This is an optimization exercise on Yosys and OpenROAD, whose aim is small area, not a production implementation.
The RTL was checked by simulation tests, not by an equivalence proof against the original design.
No activity file was given, so power comes from the tool's default toggle rates.

==> design/flow/design.v <==
module cb_lookup (
    input  wire [7:0]  b,
    output reg  [11:0] g
);
    always @* begin
        case (b)
            8'h00: g = 12'h707;  
            8'h01: g = 12'h1DC;  
            8'h02: g = 12'h555;  
            8'h03: g = 12'h3D1;  
            8'h04: g = 12'h543;  
            8'h05: g = 12'hD13;  
            8'h06: g = 12'h0D7;  
            8'h07: g = 12'h13D;  
            8'h08: g = 12'h513;  
            8'h09: g = 12'h4F4;  
            8'h0A: g = 12'hDD7;  
            8'h0B: g = 12'h101;  
            8'h0C: g = 12'h171;  
            8'h0D: g = 12'h751;  
            8'h0E: g = 12'hD55;  
            8'h0F: g = 12'h310;  
            8'h10: g = 12'h157;  
            8'h11: g = 12'h1C5;  
            8'h12: g = 12'h44D;  
            8'h13: g = 12'h311;  
            8'h14: g = 12'h455;  
            8'h15: g = 12'h177;  
            8'h16: g = 12'h5D0;  
            8'h17: g = 12'h77D;  
            8'h18: g = 12'h445;  
            8'h19: g = 12'h154;  
            8'h1A: g = 12'h054;  
            8'h1B: g = 12'h007;  
            8'h1C: g = 12'h034;  
            8'h1D: g = 12'h173;  
            8'h1E: g = 12'hD44;  
            8'h1F: g = 12'h717;  
            8'h20: g = 12'hD07;  
            8'h21: g = 12'h777;  
            8'h22: g = 12'hD4D;  
            8'h23: g = 12'hD75;  
            8'h24: g = 12'h5D5;  
            8'h25: g = 12'h457;  
            8'h26: g = 12'hD00;  
            8'h27: g = 12'hC10;  
            8'h28: g = 12'h5FD;  
            8'h29: g = 12'hC4D;  
            8'h2A: g = 12'h710;  
            8'h2B: g = 12'hF50;  
            8'h2C: g = 12'h553;  
            8'h2D: g = 12'h5DF;  
            8'h2E: g = 12'h473;  
            8'h2F: g = 12'h017;  
            8'h30: g = 12'hD77;  
            8'h31: g = 12'h315;  
            8'h32: g = 12'hC17;  
            8'h33: g = 12'h51F;  
            8'h34: g = 12'h103;  
            8'h35: g = 12'h534;  
            8'h36: g = 12'hC53;  
            8'h37: g = 12'h371;  
            8'h38: g = 12'h17D;  
            8'h39: g = 12'h504;  
            8'h3A: g = 12'h55D;  
            8'h3B: g = 12'h1D7;  
            8'h3C: g = 12'h505;  
            8'h3D: g = 12'h013;  
            8'h3E: g = 12'h10C;  
            8'h3F: g = 12'hD14;  
            8'h40: g = 12'h055;  
            8'h41: g = 12'h545;  
            8'h42: g = 12'h747;  
            8'h43: g = 12'h351;  
            8'h44: g = 12'h7C5;  
            8'h45: g = 12'h41C;  
            8'h46: g = 12'h500;  
            8'h47: g = 12'h3C5;  
            8'h48: g = 12'h530;  
            8'h49: g = 12'h015;  
            8'h4A: g = 12'h047;  
            8'h4B: g = 12'hD05;  
            8'h4C: g = 12'h4DD;  
            8'h4D: g = 12'h05C;  
            8'h4E: g = 12'h301;  
            8'h4F: g = 12'hC54;  
            8'h50: g = 12'h507;  
            8'h51: g = 12'hDD0;  
            8'h52: g = 12'hF15;  
            8'h53: g = 12'h743;  
            8'h54: g = 12'h5F4;  
            8'h55: g = 12'hD11;  
            8'h56: g = 12'h014;  
            8'h57: g = 12'h540;  
            8'h58: g = 12'h155;  
            8'h59: g = 12'h4C4;  
            8'h5A: g = 12'h44C;  
            8'h5B: g = 12'h575;  
            8'h5C: g = 12'h5C1;  
            8'h5D: g = 12'h411;  
            8'h5E: g = 12'h711;  
            8'h5F: g = 12'h0D5;  
            8'h60: g = 12'h55F;  
            8'h61: g = 12'h5F0;  
            8'h62: g = 12'hC05;  
            8'h63: g = 12'h14F;  
            8'h64: g = 12'hC47;  
            8'h65: g = 12'h71C;  
            8'h66: g = 12'h0D4;  
            8'h67: g = 12'h430;  
            8'h68: g = 12'h335;  
            8'h69: g = 12'h117;  
            8'h6A: g = 12'hF41;  
            8'h6B: g = 12'h040;  
            8'h6C: g = 12'h170;  
            8'h6D: g = 12'h1F5;  
            8'h6E: g = 12'hD45;  
            8'h6F: g = 12'h470;  
            8'h70: g = 12'hC57;  
            8'h71: g = 12'h137;  
            8'h72: g = 12'h344;  
            8'h73: g = 12'h574;  
            8'h74: g = 12'h5D3;  
            8'h75: g = 12'h143;  
            8'h76: g = 12'h541;  
            8'h77: g = 12'h15D;  
            8'h78: g = 12'h554;  
            8'h79: g = 12'h141;  
            8'h7A: g = 12'h34D;  
            8'h7B: g = 12'h1C0;  
            8'h7C: g = 12'hD1D;  
            8'h7D: g = 12'h31D;  
            8'h7E: g = 12'h413;  
            8'h7F: g = 12'h54D;  
            8'h80: g = 12'h775;  
            8'h81: g = 12'h043;  
            8'h82: g = 12'h35D;  
            8'h83: g = 12'h57C;  
            8'h84: g = 12'h415;  
            8'h85: g = 12'h041;  
            8'h86: g = 12'h031;  
            8'h87: g = 12'hF51;  
            8'h88: g = 12'h5C3;  
            8'h89: g = 12'h05F;  
            8'h8A: g = 12'h35C;  
            8'h8B: g = 12'h405;  
            8'h8C: g = 12'h705;  
            8'h8D: g = 12'h447;  
            8'h8E: g = 12'h531;  
            8'h8F: g = 12'h053;  
            8'h90: g = 12'h4C0;  
            8'h91: g = 12'h53C;  
            8'h92: g = 12'h7C4;  
            8'h93: g = 12'h105;  
            8'h94: g = 12'h4C5;  
            8'h95: g = 12'h11F;  
            8'h96: g = 12'h44F;  
            8'h97: g = 12'h417;  
            8'h98: g = 12'h010;  
            8'h99: g = 12'h05D;  
            8'h9A: g = 12'hD15;  
            8'h9B: g = 12'h353;  
            8'h9C: g = 12'h304;  
            8'h9D: g = 12'h175;  
            8'h9E: g = 12'h0D0;  
            8'h9F: g = 12'h50D;  
            8'hA0: g = 12'hF57;  
            8'hA1: g = 12'h453;  
            8'hA2: g = 12'hDD4;  
            8'hA3: g = 12'h45D;  
            8'hA4: g = 12'h410;  
            8'hA5: g = 12'h714;  
            8'hA6: g = 12'hD04;  
            8'hA7: g = 12'hDF5;  
            8'hA8: g = 12'h4F5;  
            8'hA9: g = 12'h140;  
            8'hAA: g = 12'h0C5;  
            8'hAB: g = 12'hD7D;  
            8'hAC: g = 12'h0C4;  
            8'hAD: g = 12'h07D;  
            8'hAE: g = 12'h1CD;  
            8'hAF: g = 12'h51D;  
            8'hB0: g = 12'h75C;  
            8'hB1: g = 12'h4D4;  
            8'hB2: g = 12'h740;  
            8'hB3: g = 12'h01D;  
            8'hB4: g = 12'h111;  
            8'hB5: g = 12'h1D5;  
            8'hB6: g = 12'h14C;  
            8'hB7: g = 12'h130;  
            8'hB8: g = 12'hF75;  
            8'hB9: g = 12'hC44;  
            8'hBA: g = 12'h357;  
            8'hBB: g = 12'h75D;  
            8'hBC: g = 12'h074;  
            8'hBD: g = 12'hD54;  
            8'hBE: g = 12'h741;  
            8'hBF: g = 12'h151;  
            8'hC0: g = 12'h444;  
            8'hC1: g = 12'h00D;  
            8'hC2: g = 12'hC11;  
            8'hC3: g = 12'h4C1;  
            8'hC4: g = 12'hD31;  
            8'hC5: g = 12'h314;  
            8'hC6: g = 12'hD70;  
            8'hC7: g = 12'h544;  
            8'hC8: g = 12'h3D4;  
            8'hC9: g = 12'hDC4;  
            8'hCA: g = 12'h755;  
            8'hCB: g = 12'hC71;  
            8'hCC: g = 12'h345;  
            8'hCD: g = 12'hF44;  
            8'hCE: g = 12'h474;  
            8'hCF: g = 12'hD5F;  
            8'hD0: g = 12'h0D1;  
            8'hD1: g = 12'h47D;  
            8'hD2: g = 12'h1D1;  
            8'hD3: g = 12'h071;  
            8'hD4: g = 12'h0DD;  
            8'hD5: g = 12'h514;  
            8'hD6: g = 12'h131;  
            8'hD7: g = 12'h404;  
            8'hD8: g = 12'h451;  
            8'hD9: g = 12'h350;  
            8'hDA: g = 12'h051;  
            8'hDB: g = 12'hD5C;  
            8'hDC: g = 12'hF54;  
            8'hDD: g = 12'h47C;  
            8'hDE: g = 12'h71D;  
            8'hDF: g = 12'hDDD;  
            8'hE0: g = 12'h74C;  
            8'hE1: g = 12'h41F;  
            8'hE2: g = 12'h55C;  
            8'hE3: g = 12'h4F1;  
            8'hE4: g = 12'h354;  
            8'hE5: g = 12'h40D;  
            8'hE6: g = 12'hCD1;  
            8'hE7: g = 12'hF5D;  
            8'hE8: g = 12'h153;  
            8'hE9: g = 12'hF14;  
            8'hEA: g = 12'h5D4;  
            8'hEB: g = 12'hCD4;  
            8'hEC: g = 12'h57D;  
            8'hED: g = 12'h517;  
            8'hEE: g = 12'h1D0;  
            8'hEF: g = 12'h510;  
            8'hF0: g = 12'h001;  
            8'hF1: g = 12'h74D;  
            8'hF2: g = 12'h144;  
            8'hF3: g = 12'h7DD;  
            8'hF4: g = 12'h441;  
            8'hF5: g = 12'h057;  
            8'hF6: g = 12'h401;  
            8'hF7: g = 12'h54C;  
            8'hF8: g = 12'h400;  
            8'hF9: g = 12'h475;  
            8'hFA: g = 12'h114;  
            8'hFB: g = 12'hFD5;  
            8'hFC: g = 12'h135;  
            8'hFD: g = 12'h414;  
            8'hFE: g = 12'h734;  
            8'hFF: g = 12'h4D0;  
            default: g = 12'h000;
        endcase
    end
endmodule
module cb_rlookup (
    input  wire [11:0] g,
    output reg         hit,
    output reg  [7:0]  b
);
    wire [11:0] table_g [0:255];
    genvar gi;
    generate
        for (gi = 0; gi < 256; gi = gi + 1) begin : g_tab
            cb_lookup u_cb (.b(gi[7:0]), .g(table_g[gi]));
        end
    endgenerate
    integer i;
    always @* begin
        hit = 1'b0;
        b   = 8'h00;
        for (i = 0; i < 256; i = i + 1) begin
            if (table_g[i] == g) begin
                hit = 1'b1;
                b   = i[7:0];
            end
        end
    end
endmodule
module balance_step (
    input  wire        dc,
    input  wire [11:0] g,
    output reg  [1:0]  weight,    
    output wire [11:0] g_inv,
    output reg  [11:0] g_out,
    output reg         dc_out
);
    integer k;
    reg signed [3:0] sum;
    always @* begin
        sum = 4'sd0;
        for (k = 0; k < 6; k = k + 1) begin
            case (g[2*k +: 2])
                2'b01:   sum = sum + 4'sd1;
                2'b11:   sum = sum - 4'sd1;
                default: sum = sum;
            endcase
        end
        if (sum > 0)
            weight = 2'b01;
        else if (sum < 0)
            weight = 2'b11;
        else
            weight = 2'b00;
    end
    genvar gk;
    generate
        for (gk = 0; gk < 6; gk = gk + 1) begin : g_inv_sym
            assign g_inv[2*gk +: 2] = (g[2*gk +: 2] == 2'b01) ? 2'b11 :
                                      (g[2*gk +: 2] == 2'b11) ? 2'b01 : 2'b00;
        end
    endgenerate
    always @* begin
        case (weight)
            2'b01: begin
                if (dc) begin
                    g_out  = g_inv;
                    dc_out = 1'b0;
                end else begin
                    g_out  = g;
                    dc_out = 1'b1;
                end
            end
            2'b11: begin
                g_out  = g_inv;
                dc_out = 1'b0;
            end
            default: begin
                g_out  = g;
                dc_out = dc;
            end
        endcase
    end
endmodule
module codec8b6t (
    input  wire        clk,
    input  wire        rst,         
    input  wire        in_valid,
    input  wire [2:0]  in_op,
    input  wire        in_first,    
    input  wire [7:0]  in_byte,
    input  wire [11:0] in_group,
    input  wire        in_dc,
    input  wire [1:0]  in_stream,
    output reg         out_valid,
    output reg  [11:0] out_group,
    output reg  [7:0]  out_byte,
    output reg         out_hit,
    output reg  [1:0]  out_weight,
    output reg         out_dc,
    output reg  [1:0]  out_stream,
    output wire [2:0]  out_bal
);
    localparam [2:0] OP_ENCODE  = 3'b000,
                     OP_DECODE  = 3'b001,
                     OP_LOOKUP  = 3'b010,
                     OP_RLOOKUP = 3'b011,
                     OP_ISVALID = 3'b100,
                     OP_WEIGHT  = 3'b101,
                     OP_INVERT  = 3'b110,
                     OP_BALANCE = 3'b111;
    reg [2:0] dc;
    reg [1:0] enc_cnt;
    assign out_bal = dc;
    wire [2:0] dc_cur  = in_first ? 3'b000 : dc;
    wire [1:0] enc_s   = in_first ? 2'd0   : enc_cnt;
    wire [1:0] frame_s = (in_op == OP_ENCODE) ? enc_s : in_stream;
    wire       dc_s    = dc_cur[frame_s];
    wire [11:0] cw;
    cb_lookup u_lookup (.b(in_byte), .g(cw));
    wire [11:0] frame_g = (in_op == OP_ENCODE) ? cw : in_group;
    wire [1:0]  fr_weight;
    wire [11:0] fr_inv;
    wire [11:0] fr_gout;
    wire        fr_dcout;
    balance_step u_frame_bal (
        .dc(dc_s), .g(frame_g),
        .weight(fr_weight), .g_inv(fr_inv), .g_out(fr_gout), .dc_out(fr_dcout)
    );
    wire       dec_hit;
    wire [7:0] dec_byte;
    cb_rlookup u_dec_rlookup (.g(fr_gout), .hit(dec_hit), .b(dec_byte));
    wire       rl_hit;
    wire [7:0] rl_byte;
    cb_rlookup u_rlookup (.g(in_group), .hit(rl_hit), .b(rl_byte));
    wire [1:0]  u_weight;
    wire [11:0] u_inv;
    wire [11:0] u_gout;
    wire        u_dcout;
    balance_step u_unit_bal (
        .dc(in_dc), .g(in_group),
        .weight(u_weight), .g_inv(u_inv), .g_out(u_gout), .dc_out(u_dcout)
    );
    reg [11:0] r_group;
    reg [7:0]  r_byte;
    reg        r_hit;
    reg [1:0]  r_weight;
    reg        r_dc;
    reg [1:0]  r_stream;
    always @* begin
        r_group  = 12'h000;
        r_byte   = 8'h00;
        r_hit    = 1'b0;
        r_weight = 2'b00;
        r_dc     = 1'b0;
        r_stream = 2'd0;
        case (in_op)
            OP_ENCODE: begin
                r_group  = fr_gout;
                r_stream = enc_s;
            end
            OP_DECODE: begin
                r_hit  = dec_hit;
                r_byte = dec_byte;
            end
            OP_LOOKUP: begin
                r_group = cw;
            end
            OP_RLOOKUP: begin
                r_hit  = rl_hit;
                r_byte = rl_byte;
            end
            OP_ISVALID: begin
                r_hit = rl_hit;
            end
            OP_WEIGHT: begin
                r_weight = u_weight;
            end
            OP_INVERT: begin
                r_group = u_inv;
            end
            OP_BALANCE: begin
                r_group = u_gout;
                r_dc    = u_dcout;
            end
            default: ;
        endcase
    end
    reg [2:0] dc_next;
    reg [1:0] cnt_next;
    always @* begin
        dc_next  = dc;
        cnt_next = enc_cnt;
        if (in_valid && (in_op == OP_ENCODE || in_op == OP_DECODE)) begin
            dc_next          = dc_cur;
            dc_next[frame_s] = fr_dcout;
            if (in_op == OP_ENCODE)
                cnt_next = (enc_s == 2'd2) ? 2'd0 : enc_s + 2'd1;
            else if (in_first)
                cnt_next = 2'd0;
        end
    end
    always @(posedge clk) begin
        if (rst) begin
            dc         <= 3'b000;
            enc_cnt    <= 2'd0;
            out_valid  <= 1'b0;
            out_group  <= 12'h000;
            out_byte   <= 8'h00;
            out_hit    <= 1'b0;
            out_weight <= 2'b00;
            out_dc     <= 1'b0;
            out_stream <= 2'd0;
        end else begin
            dc         <= dc_next;
            enc_cnt    <= cnt_next;
            out_valid  <= in_valid;
            out_group  <= r_group;
            out_byte   <= r_byte;
            out_hit    <= r_hit;
            out_weight <= r_weight;
            out_dc     <= r_dc;
            out_stream <= r_stream;
        end
    end
endmodule
==> design/flow/run.sh <==
#!/bin/bash
# synth_recipe.tcl (not shown) runs the flow's synth.tcl, then flattens the netlist and writes it again
# the make line also repeats each setting of config.mk as NAME=value (left out here)
make -C /OpenROAD-flow-scripts/flow DESIGN_CONFIG=/design/flow/config.mk WORK_HOME=/design/flow/orfs CLKGATE_MAP_FILE= SYNTH_SCRIPT=/design/flow/synth_recipe.tcl finish
==> design/flow/config.mk <==
export PLATFORM = sky130hd
export DESIGN_NAME = codec8b6t
export DESIGN_NICKNAME = codec8b6t
export VERILOG_FILES = /design/flow/design.v
export SDC_FILE = /design/flow/constraint.sdc
export NUM_CORES = 4
export LEC_CHECK = 0
export CAP_MARGIN = 20
export CORE_MARGIN = 2
export CORE_UTILIZATION = 25
export PLACE_DENSITY = 0.45
export SLEW_MARGIN = 20
==> design/flow/constraint.sdc <==
create_clock -name core_clock -period 15.0 [get_ports {clk}]
set_input_delay 3.0000 -clock core_clock [delete_from_list [all_inputs] [get_ports {clk}]]
set_output_delay 3.0000 -clock core_clock [all_outputs]
set_load 0.01 [all_outputs]
==> notes.md <==
==> cells in the final DEF (no fill, tap or decap), drive strengths merged, types with 32 or more instances in the layout <==
master	instances
a22oi	37
mux2i	102
nor3	116
inv	41
dfxtp	32
clkdlybuf4s50	55
nand2b	48
nand3	91
a21oi	223
nor2b	36
a211oi	41
nor2	352
buf	194
o21ai	161
a31oi	61
nor4	49
o22ai	98
nand2	308
==> state kept, by name, indices dropped and copies added (netlist names) <==
register	count
out_group	12
out_hit	1
out_weight	2
out_stream	2
dc	3
enc_cnt	2
out_byte	8
out_valid	1
out_dc	1
==> synthesized netlist by cell type (14+ instances only) <==
cell type / n / share of area (%)
a2111oi_0: 21 / 1.1
a211o_1: 15 / 0.79
a211oi_1: 41 / 1.8
a21o_1: 26 / 1.2
a21oi_1: 223 / 6.7
a221oi_1: 25 / 1.3
a22oi_1: 37 / 1.7
a311oi_1: 19 / 1.0
a31oi_1: 59 / 2.2
and2_1: 27 / 1.0
and3_1: 20 / 0.75
buf_1: 14 / 0.31
buf_2: 52 / 1.6
buf_6: 17 / 1.1
clkbuf_1: 166 / 3.7
dfxtp_1: 32 / 3.8
ha_1: 30 / 2.2
inv_1: 37 / 0.83
mux2_2: 19 / 1.3
mux2i_1: 99 / 5.9
nand2_1: 307 / 6.9
nand2b_1: 47 / 1.8
nand3_1: 91 / 2.7
nand4_1: 28 / 1.0
nor2_1: 352 / 7.9
nor2b_1: 36 / 1.3
nor3_1: 114 / 3.4
nor4_1: 49 / 1.8
nor4b_1: 14 / 0.73
o211ai_1: 29 / 1.3
o21ai_0: 156 / 4.7
o221ai_1: 28 / 1.5
o22ai_1: 97 / 3.6
o31ai_1: 19 / 0.85
or2_2: 19 / 0.71
or3_1: 29 / 1.1
or4_1: 17 / 0.76
xnor2_1: 18 / 0.94
xor2_1: 14 / 0.73
==> cells by family (layout without fill, tap and decap cells) <==
kind of cell | after synthesis | count (layout) | share of synthesized area, %
xor+xnor | 35 | 35 | 2.010
compound gates | 945 | 945 | 37.96
fa+ha+maj | 41 | 41 | 3.569
other cells | 0 | 1 | 0
flops | 32 | 32 | 3.839
mux | 127 | 127 | 8.278
simple gates | 1222 | 1222 | 36.05
buf+inv | 305 | 300 | 8.293
==> path summary, 6_finish.rpt <==
| check | from | end | cells past startpoint |
|---|---|---|---|
| setup reg to reg | enc_cnt[1]$_SDFFE_PP0P_ | out_byte[2]$_SDFF_PP0_ | 17 |
| hold / removal | enc_cnt[0]$_SDFFE_PP0P_ | enc_cnt[0]$_SDFFE_PP0P_ | 2 |
| setup / recovery | in_byte[0] | out_byte[5]$_SDFF_PP0_ | 43 |
| hold reg to reg | enc_cnt[0]$_SDFFE_PP0P_ | enc_cnt[0]$_SDFFE_PP0P_ | 2 |
==> metal layers <==
metal | global-route usage (%) | up-vias | routed length, um
met5 | 0 | - | 38
met4 | 16.80 | 6 | 8449
met3 | 10.31 | 603 | 17070
met2 | 47.33 | 2372 | 47930
met1 | 43.86 | 11770 | 46350
li1 | - | 10330 | -
==> repair_timing <==
item,in CTS,in global routing
resized for setup,0,2
endpoints found under the setup margin,0,5
hold buffers,0,0
==> per-stage QoR <==
stage | area, sq um | utilization, % | hold WS [ns] | instances
finish | 18880 | 28.67 | 0.5143 | 3567
global route | 18880 | 28.67 | 0.5616 | 3566
CTS | 18870 | 28.66 | 0.5181 | 3566
detailed placement | 18690 | 28.38 | 0.5091 | 3558
global placement | 18690 | 28.38 | 0.5067 | 3558
floorplan | 16690 | - | 0.4706 | 2707
==> worst min-delay path, stage by stage, from the launching register on <==
cell,delay [ns]
dfxtp_1,0.34
nand2_1,0.07
a21oi_1,0.06
==> power groups by stage <==
stage	Sequential, mW	Clock (mW)	Combinational, mW
floorplan	0.0979	0	0.894
global placement	0.0961	0	1.36
detailed placement	0.0962	0	1.33
CTS	0.0942	0.140	1.33
global route	0.0947	0.142	1.45
finish	0.0942	0.136	1.41
==> layout make-up <==
class                           instances  area, sq um  share of cell area (%)
Multi-Input combinational cell       2370        14790                   78.30
Clock buffer                            7        152.6                  0.8083
Antenna cell                            1        2.502                 0.01325
Timing Repair Buffer                  249         2029                   10.75
Tap cell                              864         1081                   5.725
Sequential cell                        32        640.6                   3.392
Inverter                               43        161.4                  0.8547
Clock inverter                          1        30.03                  0.1590
==> run_results.csv <==
group,metric,value,unit
drt,drt_pre_antenna_iters,9,
global_route,grt_pass1_vias,23300,
yosys,synth_cell_types,101,
sta,hold_viol_final,0,
clocking,htree_levels,2,
worst_setup_path,critical-path-top-delay-family,"simple AND/OR/NAND/NOR gates",
yosys,synthCells,2707,
global_route,grt_overflow_total,0,
sta,max_freq,0.07016,GHz
sta,grt_setup_unrepaired,"false",
die,rows,94,
drt,drt_iter0_drc,4958,
sta,slew_headroom,15.32,%
clocking,cts_setup_buffers,0,
drt,viasPerCell,7.031,
clocking,cts.sinks,32,
worst_setup_path,cpMostUsedCell,"ha_1",
yosys,synth_nets,2778,
yosys,synth_edf_count,0,
place,hpwl,88.30,mm
yosys,synthArstFlopShare,0,%
pwr,p_seq_share,5.8,%
global_route,grt_pass1_wl,171.8,mm
worst_setup_path,crit_path_top_delay_cell,"or4_1",
drt,ant_nets,0,
pwr,cellPowerDensity,86.68,nW/um^2
pwr,clkPwrFrac,8.3,%
layout,area_delta_synth_final,13.18,%
sta,period_minus_slack,14.25,ns
flow_run,cap_viol_max_count,0,
pwr,p_leak,6.532,nW
layout,nFillCells,7583,
clocking,root_buffer,"clkbuf_16",
drt,vias,25080,
sta,worst_pin_slew,1.264,ns
run_status,outcome,"timing/DRC/antenna clean",
pwr,power.switching,0.9955,mW
die,ios,60,
yosys,synth_area,16690,sq um
worst_setup_path,worstSetupPathType,"primary input to flip-flop",
pwr,intPower,0.6414,mW
worst_setup_path,critPathMaxFanout,39,
drt,routed_wl,119.8,mm
drt,avgRoutedWirePerCell,33.60,um
worst_setup_path,crit_required,15.20,ns
clocking,clk_latency,0.31,ns
die,die_area,68830,sq um
die,initial_utilization,25.33,%
global_route,grtUsageTotal,32.94,%
sta,clock_skew,0.007264,ns
clocking,clk_pin_slew,0.06,ns
clocking,ctsLongestPathBuffers,2,
sta,period_share,95.02,%
pwr,vdd_drop_max,196.7,uV
sta,setup_viol,0,
sta,setup_tns,0,ns
clocking,cts_buffers,5,
pwr,report.power.total,1.637,mW
place,place_congestion,1.126,
worst_setup_path,crit_path_end_kind,"flip-flop",
yosys,synth_seq_cells,32,
place,dpl_worst_slack,0.4116,ns
global_route,grt_max_degree,99,
die,die_w,262.4,um
pwr,p_sw_share,60.82,%
worst_setup_path,r2r_slack,9.00,ns
place,port_buffers,59,
worst_setup_path,worstSetupStartpointType,"primary input",
sta,worst_slack,0.7477,ns
pwr,pwr-share-comb,85.9,%
yosys,synth_seq_area_share,3.839,%
layout,finalNetCount,2772,
worst_setup_path,arrival,14.46,ns
hold_path,min_path_type,"flip-flop to flip-flop",
drt,drc_errors,0,
yosys,synth_warnings,4,
yosys,syn_avg_cell_area,6.164,sq um
yosys,synth_ff_type,"dfxtp_1",
worst_setup_path,slowest_delay,0.63,ns
layout,final_layout_size_suffix_gt1_share,10.99,%
worst_setup_path,crit_buf_inv,5,
die,fp.dieH,262.4,um
sta,maxSlewViolCount,0,
global_route,antenna_found_initial,5,
clocking,cts_tree,"yes",
die,coreArea,65860,sq um

re-timing with driven ports:
No port has a modelled driver above. Below, the same layout with a new extraction and two added sets of constraints.
Step 1, drivers: a clkbuf_16 drives clk and a buf_2 each remaining input, both assumed.
Step 2 moves the port delays by t, midway between the first and last clock arrival at a register: inputs arrive t later, outputs are due t later. That takes back most of the time a late clock gives input paths.
a / b / c = ideal / step 1 / step 2; a / b = the first two.
t, ns: 0.353
slack for setup (ns): 0.748 / 0.774 / 0.421
clock arrival spread, ns: 0.009 / 0.009
After both steps this run still meets setup and hold. The setup slack of this run moves by +0.026 ns with the drivers and by -0.327 ns with both steps.
